This design comes from an exercise in tuning for small area, a short achievable clock period and few clock cycles per item on the open sky130 flow, not from production work. The RTL was checked by simulation tests, not by an equivalence proof against the original design. Power is estimated from default activity; no workload was simulated.

==> inputs of run B <==
==> flow/design.v <==
module saturating_counter_array (
    input  wire        clk,
    input  wire        rst,             
    input  wire        cmd_valid,
    output wire        cmd_ready,
    input  wire [3:0]  cmd_op,
    input  wire [31:0] cmd_addr,
    output wire        rsp_valid,
    output wire [2:0]  rsp_status,
    output wire [11:0] rsp_data,
    output wire        fault_o,
    output wire [4:0]  peer_rd_idx,
    input  wire [31:0] peer_rd_data,
    input  wire [15:0] peer_size,
    input  wire [7:0]  peer_counter_width,
    input  wire [15:0] peer_threshold,
    input  wire [7:0]  peer_offset_bits,
    input  wire [3:0]  peer_num_masks,
    input  wire [23:0] peer_mask_lsbs,    
    input  wire [23:0] peer_mask_sizes    
);
    localparam [2:0] ST_OK       = 3'd0;
    localparam [2:0] ST_ILLEGAL  = 3'd1;
    localparam [2:0] ST_COMPAT   = 3'd3;
    localparam [2:0] ST_HALTED   = 3'd4;
    reg [1023:0] cnt;             
    reg          fault_q;
    reg          merging_q;       
    reg [7:0]    idx_q;           
    reg [31:0]   word_q;          
    reg          set_q, unset_q, clr_q;      
    reg          get_q, isset_q, tot_q;      
    reg [11:0]   total_q;         
    reg [6:0]    dsum_q;          
    reg [31:0]   peer_q;          
    reg          rsp_valid_q;
    reg [2:0]    rsp_status_q;
    wire   last        = merging_q & (idx_q[7:3] == 5'd31);    
    assign cmd_ready   = ~merging_q | last;
    assign rsp_valid   = rsp_valid_q;
    assign rsp_status  = rsp_status_q;
    assign fault_o     = fault_q;
    assign peer_rd_idx = merging_q ? idx_q[7:3] + 5'd1 : 5'd0;
    wire [7:0] idx = cmd_addr[13:6] ^ cmd_addr[21:14] ^ cmd_addr[29:22];
    wire is_set   = (cmd_op == 4'h1);
    wire is_unset = (cmd_op == 4'h2);
    wire is_get   = (cmd_op == 4'h3);
    wire is_isset = (cmd_op == 4'h4);
    wire is_total = (cmd_op == 4'h5);
    wire is_clear = (cmd_op == 4'h6);
    wire is_merge = (cmd_op == 4'h7);
    wire illegal  = (cmd_op == 4'h0) | cmd_op[3];
    wire compat = (peer_size          == 16'd256) &&
                  (peer_counter_width == 8'd4)    &&
                  (peer_threshold     == 16'd4)   &&
                  (peer_offset_bits   == 8'd6)    &&
                  (peer_num_masks     == 4'd3)    &&
                  (peer_mask_lsbs     == {8'd16, 8'd8, 8'd0}) &&
                  (peer_mask_sizes    == {8'd8, 8'd8, 8'd8});
    wire go     = cmd_valid & cmd_ready;      
    wire ex     = go & ~fault_q;              
    wire mstart = ex & is_merge & compat;
    wire [3:0] cur     = word_q[4*idx_q[2:0] +: 4];
    wire       cur_max = (cur == 4'd15);
    wire       cur_min = (cur == 4'd0);
    wire [3:0] newval  = set_q ? (cur_max ? 4'd15 : cur + 4'd1)
                               : (cur_min ? 4'd0  : cur - 4'd1);
    wire       write_sc = set_q | unset_q;
    wire [11:0] tbase = total_q + {5'd0, dsum_q};
    assign rsp_data = ({12{get_q}}   & {8'd0, cur}) |
                      ({12{isset_q}} & {11'd0, cur[3] | cur[2]}) |
                      ({12{tot_q}}   & tbase);
    reg [3:0] merged [0:7];
    reg [3:0] delta  [0:7];
    integer k;
    always @* begin : sat_add
        reg [4:0] s;
        for (k = 0; k < 8; k = k + 1) begin
            s = {1'b0, word_q[4*k +: 4]} + {1'b0, peer_q[4*k +: 4]};
            merged[k] = s[4] ? 4'd15 : s[3:0];
            delta[k]  = s[4] ? ~word_q[4*k +: 4] : peer_q[4*k +: 4];
        end
    end
    wire [4:0] ds01 = delta[0] + delta[1];
    wire [4:0] ds23 = delta[2] + delta[3];
    wire [4:0] ds45 = delta[4] + delta[5];
    wire [4:0] ds67 = delta[6] + delta[7];
    wire [5:0] ds03 = ds01 + ds23;
    wire [5:0] ds47 = ds45 + ds67;
    wire [6:0] dsum = ds03 + ds47;
    wire zero_all = rst | clr_q;
    genvar gw, gk;
    generate
        for (gk = 0; gk < 8; gk = gk + 1) begin : lane
            wire       lsel = merging_q | (write_sc & (idx_q[2:0] == gk));
            wire [3:0] wd   = {4{~zero_all}} & (merging_q ? merged[gk] : newval);
            for (gw = 0; gw < 32; gw = gw + 1) begin : wrd
                wire en = zero_all | (lsel & (idx_q[7:3] == gw));
                always @(posedge clk)
                    if (en) cnt[4*(8*gw+gk) +: 4] <= wd;
            end
        end
    endgenerate
    wire [4:0] rsel = (merging_q & ~last) ? idx_q[7:3] + 5'd1 :
                      is_merge  ? 5'd0 : idx[7:3];
    wire [31:0] rs = 32'd1 << rsel;
    reg [31:0] word;
    integer w;
    always @* begin
        word = 32'd0;
        for (w = 0; w < 32; w = w + 1)
            word = word | (cnt[32*w +: 32] & {32{rs[w]}});
    end
    wire hit = idx_q[7:3] == rsel;
    reg [31:0] word_n;
    integer j;
    always @* begin
        for (j = 0; j < 8; j = j + 1)
            word_n[4*j +: 4] = (clr_q | (hit & (merging_q | (write_sc & (idx_q[2:0] == j))))) ?
                               ({4{~clr_q}} & (merging_q ? merged[j] : newval)) : word[4*j +: 4];
    end
    always @(posedge clk) begin
        word_q     <= word_n;
        peer_q     <= peer_rd_data;
        idx_q[7:3] <= rsel;
        idx_q[2:0] <= idx[2:0];
    end
    always @(posedge clk) begin
        if (rst) begin
            fault_q     <= 1'b0;
            merging_q   <= 1'b0;
            set_q       <= 1'b0;
            unset_q     <= 1'b0;
            clr_q       <= 1'b0;
            get_q       <= 1'b0;
            isset_q     <= 1'b0;
            tot_q       <= 1'b0;
            total_q     <= 12'd0;
            dsum_q      <= 7'd0;
            rsp_valid_q <= 1'b0;
        end else begin
            if (clr_q)
                total_q <= 12'd0;
            else if (set_q & ~cur_max)
                total_q <= tbase + 12'd1;
            else if (unset_q & ~cur_min)
                total_q <= tbase - 12'd1;
            else
                total_q <= tbase;
            dsum_q <= merging_q ? dsum : 7'd0;
            set_q   <= 1'b0;
            unset_q <= 1'b0;
            clr_q   <= 1'b0;
            get_q   <= 1'b0;
            isset_q <= 1'b0;
            tot_q   <= 1'b0;
            rsp_valid_q  <= 1'b0;
            rsp_status_q <= ST_OK;
            if (merging_q & (idx_q[7:3] == 5'd30))
                rsp_valid_q <= 1'b1;
            if (last)
                merging_q <= 1'b0;
            if (go) begin
                if (mstart) begin
                    merging_q <= 1'b1;
                end else begin
                    rsp_valid_q <= 1'b1;
                    if (fault_q) begin
                        rsp_status_q <= ST_HALTED;
                    end else if (illegal) begin
                        fault_q      <= 1'b1;
                        rsp_status_q <= ST_ILLEGAL;
                    end else if (is_merge) begin
                        fault_q      <= 1'b1;
                        rsp_status_q <= ST_COMPAT;
                    end else begin
                        set_q   <= is_set;
                        unset_q <= is_unset;
                        clr_q   <= is_clear;
                        get_q   <= is_get;
                        isset_q <= is_isset;
                        tot_q   <= is_total;
                    end
                end
            end
        end
    end
endmodule
==> flow/run.sh <==
#!/bin/bash
# synth_recipe.tcl (not shown) runs the flow's synth.tcl, then flattens the netlist and writes it again
# the make line also repeats each setting of config.mk as NAME=value (left out here)
make -C /OpenROAD-flow-scripts/flow DESIGN_CONFIG=/design/flow/config.mk WORK_HOME=/design/flow/orfs CLKGATE_MAP_FILE= SYNTH_SCRIPT=/design/flow/synth_recipe.tcl finish
==> flow/config.mk <==
export PLATFORM = sky130hd
export DESIGN_NAME = saturating_counter_array
export DESIGN_NICKNAME = saturating_counter_array
export VERILOG_FILES = /design/flow/design.v
export SDC_FILE = /design/flow/constraint.sdc
export NUM_CORES = 4
export LEC_CHECK = 0
export CAP_MARGIN = 20
export CORE_MARGIN = 2
export CORE_UTILIZATION = 40
export CTS_BUF_LIST = sky130_fd_sc_hd__clkbuf_4 sky130_fd_sc_hd__clkbuf_8
export PLACE_DENSITY = 0.55
export SETUP_SLACK_MARGIN = 4.5
export SLEW_MARGIN = 20
==> flow/constraint.sdc <==
create_clock -name core_clock -period 9.0 [get_ports {clk}]
set_input_delay 1.8000 -clock core_clock [delete_from_list [all_inputs] [get_ports {clk}]]
set_output_delay 1.8000 -clock core_clock [all_outputs]
set_load 0.01 [all_outputs]
==> run H: changes against run B <==
--- a/flow/design.v
+++ b/flow/design.v
@@ -33,3 +33,6 @@
     reg [11:0]   total_q;         
+    reg [19:0]   pair_q;          
+    reg          pv_q;            
     reg [6:0]    dsum_q;          
+    reg          totw_q;          
     reg [31:0]   peer_q;          
@@ -38,3 +41,3 @@
     wire   last        = merging_q & (idx_q[7:3] == 5'd31);    
-    assign cmd_ready   = ~merging_q | last;
+    assign cmd_ready   = (~merging_q | last) & ~totw_q;
     assign rsp_valid   = rsp_valid_q;
@@ -68,6 +71,5 @@
     wire       write_sc = set_q | unset_q;
-    wire [11:0] tbase = total_q + {5'd0, dsum_q};
     assign rsp_data = ({12{get_q}}   & {8'd0, cur}) |
                       ({12{isset_q}} & {11'd0, cur[3] | cur[2]}) |
-                      ({12{tot_q}}   & tbase);
+                      ({12{tot_q}}   & total_q);
     reg [3:0] merged [0:7];
@@ -87,5 +89,5 @@
     wire [4:0] ds67 = delta[6] + delta[7];
-    wire [5:0] ds03 = ds01 + ds23;
-    wire [5:0] ds47 = ds45 + ds67;
-    wire [6:0] dsum = ds03 + ds47;
+    wire [6:0] dsum = ({2'd0, pair_q[4:0]}   + {2'd0, pair_q[9:5]}) +
+                      ({2'd0, pair_q[14:10]} + {2'd0, pair_q[19:15]});
+    wire tot_ready = ~merging_q & ~pv_q;
     wire zero_all = rst | clr_q;
@@ -127,2 +129,3 @@
     end
+    wire [11:0] tbase = total_q + {5'd0, dsum_q};
     always @(posedge clk) begin
@@ -138,3 +141,6 @@
             total_q     <= 12'd0;
+            pair_q      <= 20'd0;
+            pv_q        <= 1'b0;
             dsum_q      <= 7'd0;
+            totw_q      <= 1'b0;
             rsp_valid_q <= 1'b0;
@@ -149,3 +155,5 @@
                 total_q <= tbase;
-            dsum_q <= merging_q ? dsum : 7'd0;
+            pair_q <= merging_q ? {ds67, ds45, ds23, ds01} : 20'd0;
+            pv_q   <= merging_q;
+            dsum_q <= clr_q ? 7'd0 : dsum;
             set_q   <= 1'b0;
@@ -162,2 +170,7 @@
                 merging_q <= 1'b0;
+            if (totw_q & tot_ready) begin
+                totw_q      <= 1'b0;
+                rsp_valid_q <= 1'b1;
+                tot_q       <= 1'b1;
+            end
             if (go) begin
@@ -165,2 +178,4 @@
                     merging_q <= 1'b1;
+                end else if (ex & is_total & ~tot_ready) begin
+                    totw_q <= 1'b1;
                 end else begin
==> flow/flow/run.sh (new file) <==
#!/bin/bash
# The standard layout, with one change: the port buffers that placement
# inserts on every input and output use buf_2 instead of the default cell.
set -euo pipefail
export BUFFER_PORTS_ARGS="-buffer_cell sky130_fd_sc_hd__buf_2"
bash standard.sh > standard_flow.log 2>&1
==> flow/standard.sh (new file) <==
#!/bin/bash
# synth_recipe.tcl (not shown) runs the flow's synth.tcl, then flattens the netlist and writes it again
# the make line also repeats each setting of config.mk as NAME=value (left out here)
make -C /OpenROAD-flow-scripts/flow DESIGN_CONFIG=/design/flow/config.mk WORK_HOME=/design/flow/orfs CLKGATE_MAP_FILE= SYNTH_SCRIPT=/design/flow/synth_recipe.tcl "${@:-finish}"
--- a/flow/config.mk
+++ b/flow/config.mk
@@ -9,6 +9,5 @@
 export CORE_MARGIN = 2
-export CORE_UTILIZATION = 40
-export CTS_BUF_LIST = sky130_fd_sc_hd__clkbuf_4 sky130_fd_sc_hd__clkbuf_8
-export PLACE_DENSITY = 0.55
-export SETUP_SLACK_MARGIN = 4.5
+export CORE_UTILIZATION = 45
+export PLACE_DENSITY = 0.6
+export SETUP_SLACK_MARGIN = 5
 export SLEW_MARGIN = 20
removed: flow/run.sh
==> run D: changes against run B <==
==> flow/design.v, changed modules only <==
module saturating_counter_array (
    input  wire        clk,
    input  wire        rst,             
    input  wire        cmd_valid,
    output wire        cmd_ready,
    input  wire [3:0]  cmd_op,
    input  wire [31:0] cmd_addr,
    output wire        rsp_valid,
    output wire [2:0]  rsp_status,
    output wire [11:0] rsp_data,
    output wire        fault_o,
    output wire [4:0]  peer_rd_idx,
    input  wire [31:0] peer_rd_data,
    input  wire [15:0] peer_size,
    input  wire [7:0]  peer_counter_width,
    input  wire [15:0] peer_threshold,
    input  wire [7:0]  peer_offset_bits,
    input  wire [3:0]  peer_num_masks,
    input  wire [23:0] peer_mask_lsbs,    
    input  wire [23:0] peer_mask_sizes    
);
    localparam [2:0] ST_OK       = 3'd0;
    localparam [2:0] ST_ILLEGAL  = 3'd1;
    localparam [2:0] ST_COMPAT   = 3'd3;
    localparam [2:0] ST_HALTED   = 3'd4;
    reg [1023:0] cnt;             
    reg          fault_q;
    reg          merging_q;       
    reg [7:0]    idx_q;           
    reg [4:0]    nb_q;            
    reg          ready_q;         
    reg [31:0]   word_q;          
    reg          set_q, unset_q, clr_q;      
    reg          get_q, isset_q, tot_q;      
    reg [11:0]   total_q;         
    reg [19:0]   pair_q;          
    reg          pv_q;            
    reg [6:0]    dsum_q;          
    reg          totw_q;          
    reg [31:0]   peer_q;          
    reg          rsp_valid_q;
    reg [2:0]    rsp_status_q;
    wire   last        = merging_q & (idx_q[7:3] == 5'd31);    
    wire   cont        = merging_q & ~last;                   
    assign cmd_ready   = ready_q;      
    assign rsp_valid   = rsp_valid_q;
    assign rsp_status  = rsp_status_q;
    assign fault_o     = fault_q;
    assign peer_rd_idx = merging_q ? nb_q : 5'd0;
    wire [7:0] idx = cmd_addr[13:6] ^ cmd_addr[21:14] ^ cmd_addr[29:22];
    wire is_set   = (cmd_op == 4'h1);
    wire is_unset = (cmd_op == 4'h2);
    wire is_get   = (cmd_op == 4'h3);
    wire is_isset = (cmd_op == 4'h4);
    wire is_total = (cmd_op == 4'h5);
    wire is_clear = (cmd_op == 4'h6);
    wire is_merge = (cmd_op == 4'h7);
    wire illegal  = (cmd_op == 4'h0) | cmd_op[3];
    wire compat = (peer_size          == 16'd256) &&
                  (peer_counter_width == 8'd4)    &&
                  (peer_threshold     == 16'd4)   &&
                  (peer_offset_bits   == 8'd6)    &&
                  (peer_num_masks     == 4'd3)    &&
                  (peer_mask_lsbs     == {8'd16, 8'd8, 8'd0}) &&
                  (peer_mask_sizes    == {8'd8, 8'd8, 8'd8});
    wire go     = cmd_valid & cmd_ready;      
    wire ex     = go & ~fault_q;              
    wire mstart = ex & is_merge & compat;
    wire [3:0] cur     = word_q[4*idx_q[2:0] +: 4];
    wire       cur_max = (cur == 4'd15);
    wire       cur_min = (cur == 4'd0);
    wire [3:0] newval  = set_q ? (cur_max ? 4'd15 : cur + 4'd1)
                               : (cur_min ? 4'd0  : cur - 4'd1);
    wire       write_sc = set_q | unset_q;
    assign rsp_data = ({12{get_q}}   & {8'd0, cur}) |
                      ({12{isset_q}} & {11'd0, cur[3] | cur[2]}) |
                      ({12{tot_q}}   & total_q);
    reg [3:0] merged [0:7];
    reg [3:0] delta  [0:7];
    integer k;
    always @* begin : sat_add
        reg [4:0] s;
        for (k = 0; k < 8; k = k + 1) begin
            s = {1'b0, word_q[4*k +: 4]} + {1'b0, peer_q[4*k +: 4]};
            merged[k] = s[4] ? 4'd15 : s[3:0];
            delta[k]  = s[4] ? ~word_q[4*k +: 4] : peer_q[4*k +: 4];
        end
    end
    wire [4:0] ds01 = delta[0] + delta[1];
    wire [4:0] ds23 = delta[2] + delta[3];
    wire [4:0] ds45 = delta[4] + delta[5];
    wire [4:0] ds67 = delta[6] + delta[7];
    wire [6:0] dsum = ({2'd0, pair_q[4:0]}   + {2'd0, pair_q[9:5]}) +
                      ({2'd0, pair_q[14:10]} + {2'd0, pair_q[19:15]});
    wire tot_ready = ~merging_q & ~pv_q;
    wire zero_all = rst | clr_q;
    genvar gw, gk;
    generate
        for (gk = 0; gk < 8; gk = gk + 1) begin : lane
            wire       lsel = merging_q | (write_sc & (idx_q[2:0] == gk));
            wire [3:0] wd   = {4{~zero_all}} & (merging_q ? merged[gk] : newval);
            for (gw = 0; gw < 32; gw = gw + 1) begin : wrd
                wire en = zero_all | (lsel & (idx_q[7:3] == gw));
                always @(posedge clk)
                    if (en) cnt[4*(8*gw+gk) +: 4] <= wd;
            end
        end
    endgenerate
    wire [4:0] rsel = cont      ? nb_q :
                      is_merge  ? 5'd0 : idx[7:3];
    wire [31:0] rs = 32'd1 << rsel;
    reg [31:0] word;
    integer w;
    always @* begin
        word = 32'd0;
        for (w = 0; w < 32; w = w + 1)
            word = word | (cnt[32*w +: 32] & {32{rs[w]}});
    end
    wire hit = idx_q[7:3] == rsel;
    reg [31:0] word_n;
    integer j;
    always @* begin
        for (j = 0; j < 8; j = j + 1)
            word_n[4*j +: 4] = (clr_q | (hit & (merging_q | (write_sc & (idx_q[2:0] == j))))) ?
                               ({4{~clr_q}} & (merging_q ? merged[j] : newval)) : word[4*j +: 4];
    end
    always @(posedge clk) begin
        word_q     <= word_n;
        peer_q     <= peer_rd_data;
        idx_q[7:3] <= rsel;
        nb_q       <= rsel + 5'd1;
        idx_q[2:0] <= idx[2:0];
    end
    wire [11:0] tbase = total_q + {5'd0, dsum_q};
    wire merging_n = cont | mstart;
    wire totw_n    = (totw_q | (ex & is_total & ~mstart)) & ~tot_ready;
    wire ready_n   = ~totw_n & (~merging_n | (cont & (idx_q[7:3] == 5'd30)));
    always @(posedge clk) begin
        if (rst) begin
            fault_q     <= 1'b0;
            merging_q   <= 1'b0;
            set_q       <= 1'b0;
            unset_q     <= 1'b0;
            clr_q       <= 1'b0;
            get_q       <= 1'b0;
            isset_q     <= 1'b0;
            tot_q       <= 1'b0;
            total_q     <= 12'd0;
            pair_q      <= 20'd0;
            pv_q        <= 1'b0;
            dsum_q      <= 7'd0;
            totw_q      <= 1'b0;
            rsp_valid_q <= 1'b0;
            ready_q     <= 1'b1;
        end else begin
            ready_q <= ready_n;
            if (clr_q)
                total_q <= 12'd0;
            else if (set_q & ~cur_max)
                total_q <= tbase + 12'd1;
            else if (unset_q & ~cur_min)
                total_q <= tbase - 12'd1;
            else
                total_q <= tbase;
            pair_q <= merging_q ? {ds67, ds45, ds23, ds01} : 20'd0;
            pv_q   <= merging_q;
            dsum_q <= clr_q ? 7'd0 : dsum;
            set_q   <= 1'b0;
            unset_q <= 1'b0;
            clr_q   <= 1'b0;
            get_q   <= 1'b0;
            isset_q <= 1'b0;
            tot_q   <= 1'b0;
            rsp_valid_q  <= 1'b0;
            rsp_status_q <= ST_OK;
            if (merging_q & (idx_q[7:3] == 5'd30))
                rsp_valid_q <= 1'b1;
            if (last)
                merging_q <= 1'b0;
            if (totw_q & tot_ready) begin
                totw_q      <= 1'b0;
                rsp_valid_q <= 1'b1;
                tot_q       <= 1'b1;
            end
            if (go) begin
                if (mstart) begin
                    merging_q <= 1'b1;
                end else if (ex & is_total & ~tot_ready) begin
                    totw_q <= 1'b1;
                end else begin
                    rsp_valid_q <= 1'b1;
                    if (fault_q) begin
                        rsp_status_q <= ST_HALTED;
                    end else if (illegal) begin
                        fault_q      <= 1'b1;
                        rsp_status_q <= ST_ILLEGAL;
                    end else if (is_merge) begin
                        fault_q      <= 1'b1;
                        rsp_status_q <= ST_COMPAT;
                    end else begin
                        set_q   <= is_set;
                        unset_q <= is_unset;
                        clr_q   <= is_clear;
                        get_q   <= is_get;
                        isset_q <= is_isset;
                        tot_q   <= is_total;
                    end
                end
            end
        end
    end
endmodule
==> flow/flow/run.sh (new file) <==
#!/bin/bash
# The standard layout, with one change: the port buffers that placement
# inserts on every input and output use buf_2 instead of the default cell.
set -euo pipefail
export BUFFER_PORTS_ARGS="-buffer_cell sky130_fd_sc_hd__buf_2"
bash standard.sh > standard_flow.log 2>&1
==> flow/standard.sh (new file) <==
#!/bin/bash
# synth_recipe.tcl (not shown) runs the flow's synth.tcl, then flattens the netlist and writes it again
# the make line also repeats each setting of config.mk as NAME=value (left out here)
make -C /OpenROAD-flow-scripts/flow DESIGN_CONFIG=/design/flow/config.mk WORK_HOME=/design/flow/orfs CLKGATE_MAP_FILE= SYNTH_SCRIPT=/design/flow/synth_recipe.tcl "${@:-finish}"
--- a/flow/config.mk
+++ b/flow/config.mk
@@ -9,6 +9,8 @@
 export CORE_MARGIN = 2
-export CORE_UTILIZATION = 40
-export CTS_BUF_LIST = sky130_fd_sc_hd__clkbuf_4 sky130_fd_sc_hd__clkbuf_8
-export PLACE_DENSITY = 0.55
-export SETUP_SLACK_MARGIN = 4.5
+export CORE_UTILIZATION = 45
+export CTS_CLUSTER_DIAMETER = 100
+export CTS_CLUSTER_SIZE = 30
+export PLACE_DENSITY = 0.6
+export SETUP_SLACK_MARGIN = 5
 export SLEW_MARGIN = 20
+export TNS_END_PERCENT = 0
removed: flow/run.sh
==> summary of the runs <==
- Run D finished clean. Run H ran to the end with no violations. Run B passed the timing, DRC and antenna checks.
- Worst setup slack: run D is lower than run H (0.27 ns).
- The lowest routed wire length belongs to run B, the highest to run H.
- Synthesized cell count, highest first: run H, run D, run B.
- Against run D, the sequential power of run H is higher by about 7%.
- Non-clock buffer count: run H > run B > run D.
- Via count, lowest first: run B, run D, run H.
- Combinational power: run B > run H > run D.
- In run D the hold slack is worse than in run H, by 0.084 ns.
- Utilization: run H is higher than run D (4.3 points).
- Clock power, highest first: run H, run B, run D.
==> figures <==
| item | run B | run D | run H |
|---|---|---|---|
| Status | finished clean | finished clean | finished clean |
| Clock Sinks | 1,127 | 1,155 | 1,149 |
| Multi-input combinational gate total | 1,860 | 1,970 | 1,997 |
| Count of inverters other than clock inverters in the layout | 93 | 89 | 82 |
| Cells after Synth | 3,294 | 3,412 | 3,435 |
| Half-perimeter wire length after detailed placement | 119,000 um | 125,000 um | 124,000 um |
| Internal power of the cells | 12.5 mW | 10.1 mW | 12.4 mW |
| Leakage Power | 20.9 nW | 19.5 nW | 21.5 nW |
| Final net count | 4,009 | 3,953 | 4,140 |
| Worst Path Arrival | 3.23 ns | 5.11 ns | 2.48 ns |
| Post-synth design cell area | 0.0471 mm2 | 0.0482 mm2 | 0.0481 mm2 |
| FF-to-FF End | dsum_q[6] | word_q[18] | word_q[11] |
| Switching part of the total power | 33.8% | 33.4% | 32.6% |
| Clock network fraction of design power | 23.7% | 17.9% | 25.5% |
| Post-Route Skew | 0.0435 ns | 0.0457 ns | 0.0306 ns |
| Req. time, crit path | 7.20 ns | 9.57 ns | 7.20 ns |
| Total track usage | 30.2% | 33.8% | 36.0% |
| Post-Syn Nets | 3,559 | 3,684 | 3,705 |
| Initial core utilization | 40.4% | 45.2% | 45.5% |
| Wire length the detailed router placed on met1 | 68,100 um | 66,800 um | 67,500 um |
| Buffering stage count on the worst path with inverters included | 1 | 2 | 2 |
| Mux contribution to synthesized area | 0.890% | 2.54% | 1.46% |
Testbench counts of run B, summed over its fixed seeds: cycles 20,277, commands 12,000.
Testbench counts of run H, summed over its fixed seeds: cycles 20,328, commands 12,000.
Testbench counts of run D, summed over its fixed seeds: cycles 20,328, commands 12,000.

port drivers added, routing unchanged:
In the flow no input, the clock included, has a driving cell. The finished layouts below were timed again as built, in two steps. Step 1 sets driving cells, clkbuf_16 on the clock port and buf_2 on the other inputs (assumed; they add their load-dependent delay and slew). Step 2 adds t to the input delays and takes it off the output delays; t is the mean of the earliest and latest rising clock arrival at the registers after step 1. Input paths then give back, and output paths get back, about the clock's delay inside the block. a / b / c = ideal ports / drivers / drivers and shift; a / b = the first two.
run | t, ns | slack for setup (ns) | worst setup path after step 2 | worst data-port slew with drivers (ns) | pins driven straight from the clock port
run B | 0.940 | 3.975 / 3.905 / 3.536 | input to register | 0.05 | 1
run H | 0.774 | 4.722 / 4.653 / 4.086 | input to register | 0.09 | 1
run D | 0.744 | 4.451 / 4.500 / 3.756 | input to register | 0.08 | 1
After both steps setup and hold are still met in every run listed. For run D, which loses most, drivers alone change the setup slack by +0.049 ns; drivers and shift together by -0.695 ns.
